Source: an optimization exercise on an open RTL-to-GDS flow (aim: small area and a short achievable clock period). Production flows keep margins and buffers that such runs may drop. Only simulation tests tie the RTL to the original design; equivalence was not proved. No activity file was given, so power comes from the tool's default toggle rates.

main:
## zsc_lpm
module zsc_lpm (
    input  wire         clk,
    input  wire         rst,         
    input  wire         reg_we,
    input  wire [10:0]  reg_addr,
    input  wire [15:0]  reg_wdata,
    input  wire         in_valid,
    input  wire [127:0] in_color,
    input  wire [127:0] in_attr,
    input  wire [15:0]  bg_color,
    input  wire [15:0]  bg_attr,
    output reg          out_valid,
    output reg  [15:0]  fr_color,
    output reg  [15:0]  fr_attr,
    output reg  [15:0]  bk_color,
    output reg  [15:0]  bk_attr
);
    reg         mix_pinv;
    reg [29:0]  shd_ctrl;            
    reg [31:0]  pri01;               
    reg [47:0]  pri27;               
    reg [17:0]  lyr_ovr;             
    reg [103:0] lyr_col;             
    reg [79:0]  lyr_mask;            
    wire [15:0] wd = reg_wdata & {16{~rst}};
    integer i;
    always @(posedge clk) begin
        if (rst | (reg_we & (reg_addr == 11'h20)))
            mix_pinv <= wd[0];
        for (i = 0; i < 3; i = i + 1)
            if (rst | (reg_we & (reg_addr == 11'h21 + i)))
                shd_ctrl[10*i +: 10] <= wd[9:0];
        for (i = 0; i < 8; i = i + 1) begin
            if (rst | (reg_we & (reg_addr == 11'h28 + 4 * i))) begin
                if (i < 2)
                    pri01[16*i +: 16] <= wd;
                else
                    pri27[8*(i-2) +: 8] <= wd[7:0];
            end
            if (rst | (reg_we & (reg_addr == 11'h2A + 4 * i)))
                lyr_col[13*i +: 13] <= wd[12:0];
            if (rst | (reg_we & (reg_addr == 11'h2B + 4 * i)))
                lyr_mask[10*i +: 10] <= wd[9:0];
        end
        for (i = 0; i < 2; i = i + 1)
            if (rst | (reg_we & (reg_addr == 11'h29 + 4 * i)))
                lyr_ovr[9*i +: 9] <= wd[8:0];
    end
    reg         p_valid;
    reg [127:0] p_color, p_attr;
    reg [15:0]  p_bgc, p_bga;
    always @(posedge clk) begin
        p_valid <= in_valid & ~rst;
        p_color <= in_color;
        p_attr  <= in_attr;
        p_bgc   <= bg_color;
        p_bga   <= bg_attr;
    end
    wire [7:0]  vis, fsel, bsel;
    wire [63:0] eff, key;
    wire [7:0]  fk, sk;
  ...
Size: ~3,000 cells after synthesis, ~29,000 um2 of cells after synthesis.
Settings: LEC_CHECK=0, ABC_AREA=1, CAP_MARGIN=20, CORE_MARGIN=2, CORE_UTILIZATION=55, CTS_CLUSTER_DIAMETER=150, CTS_CLUSTER_SIZE=28, PLACE_DENSITY=0.7, SLEW_MARGIN=20; clock period 32.0 ns.
standard.sh (not shown) runs the stock make flow with config.mk's settings and CLKGATE_MAP_FILE= SYNTH_SCRIPT=/design/flow/synth_recipe.tcl, a recipe that flattens the netlist after the stock synthesis.
==> flow/flow/run.sh <==
#!/bin/bash
set -euo pipefail
mkdir -p scripts_mod
cp -r "$FLOW_HOME/scripts/." scripts_mod/
printf 'strash\ndch -f\nmap -D 4500\ntopo\nstime -c\nbuffer -c\nupsize -c\ndnsize -c\n' > scripts_mod/abc_area.script
bash standard.sh finish \
  SCRIPTS_DIR="$PWD/scripts_mod" \
  SETUP_SLACK_MARGIN=24.4 \
  MATCH_CELL_FOOTPRINT=0 \
  "BUFFER_PORTS_ARGS=-buffer_cell sky130_fd_sc_hd__buf_1" \
  > flow_make.log 2>&1
Input-level comparison between the feature branch and main:
Settings: PLACE_DENSITY now 0.65, was 0.7; CTS_CLUSTER_SIZE now 26, was 28.
==> flow/flow/run.sh <==
#!/bin/bash
set -euo pipefail
bash standard.sh finish \
  SETUP_SLACK_MARGIN=24.4 \
  MATCH_CELL_FOOTPRINT=0 \
  "BUFFER_PORTS_ARGS=-buffer_cell sky130_fd_sc_hd__buf_1" \
  > flow_make.log 2>&1
### Flow results
- Of the feature branch and main, it is the feature branch that has the lower total power.
- Taking main as the reference point, the fraction of power consumed by the clock network of the feature branch rises by 0.7 points.
- From main to the feature branch the numbers moved as follows: clock slew seen by the registers of the worst setup and hold paths held, depth of the worst register-to-register path picked up an extra 5.4%.
- The feature branch does better than main on smallest setup slack after layout.
- Between main and the feature branch, the difference in clock latency on the worst-skew pair is negligible.
- Count of cell instances traversed by the critical path, main and the feature branch, lower one = the feature branch.
- The run showing the smaller aggregate routed wire length is the feature branch.
- From main to the feature branch the numbers moved as follows: placed cell area increased by 620 um2 relative to the old numbers, time the final worst path needs with I/O delays and setup fell 140 ps, number of combinational gates with multiple inputs has increased.


zsc_lpm again, from the RTL that the note above started with.
## zsc_lpm
module zsc_lpm (
    input  wire         clk,
    input  wire         rst,         
    input  wire         reg_we,
    input  wire [10:0]  reg_addr,
    input  wire [15:0]  reg_wdata,
    input  wire         in_valid,
    input  wire [127:0] in_color,
    input  wire [127:0] in_attr,
    input  wire [15:0]  bg_color,
    input  wire [15:0]  bg_attr,
    output reg          out_valid,
    output reg  [15:0]  fr_color,
    output reg  [15:0]  fr_attr,
    output reg  [15:0]  bk_color,
    output reg  [15:0]  bk_attr
);
clock: 32.0 ns
lec_check: 0
abc_area: 1
cap_margin: 20
core_margin: 2
core_utilization: 60
cts_cluster_diameter: 150
cts_cluster_size: 26
place_density: 0.72
slew_margin: 20
==> flow/flow/run.sh <==
#!/bin/bash
set -euo pipefail
bash standard.sh finish \
  SETUP_SLACK_MARGIN=24.4 \
  MATCH_CELL_FOOTPRINT=0 \
  "BUFFER_PORTS_ARGS=-buffer_cell sky130_fd_sc_hd__buf_1" \
  > flow_make.log 2>&1
The first run produced a clean layout.
Edit:
- CORE_UTILIZATION: 60 -> 55
- CTS_CLUSTER_SIZE: 26 -> 28
- PLACE_DENSITY: 0.72 -> 0.7
Outcome: Design area is about the same. Sequential power stays flat. Global-route usage went down by 2.2 points.

re-timing with driven ports:
Ports are ideal in the flow. The routed layouts listed here were re-timed in OpenROAD.
Step 1 sets driving cells, clkbuf_16 on the clock port and buf_2 on the other inputs (assumed; they add their load-dependent delay and slew).
Step 2 adds t to the input delays and takes it off the output delays; t is the mean of the earliest and latest rising clock arrival at the registers after step 1. Input paths then give back, and output paths get back, about the clock's delay inside the block.
Slacks: no drivers / after step 1 / after step 2; pairs: no drivers / after step 1.
| run | t, ns | setup slack, ns | worst setup path at the end | pins driven straight from the clock port |
|---|---|---|---|---|
| main | 0.681 | 24.301 / 24.301 / 23.726 | input to register | 1 |
| the feature branch | 0.683 | 24.439 / 24.383 / 23.800 | input to register | 1 |
| the first run of note 2 | 0.683 | 24.409 / 24.350 / 23.791 | input to register | 1 |
| the second run of note 2 | 0.690 | 24.413 / 24.352 / 23.795 | input to register | 1 |
After both steps every run listed still meets setup and hold. The setup slack of the feature branch, which loses most, moves by -0.056 ns with the drivers and by -0.639 ns with both steps.
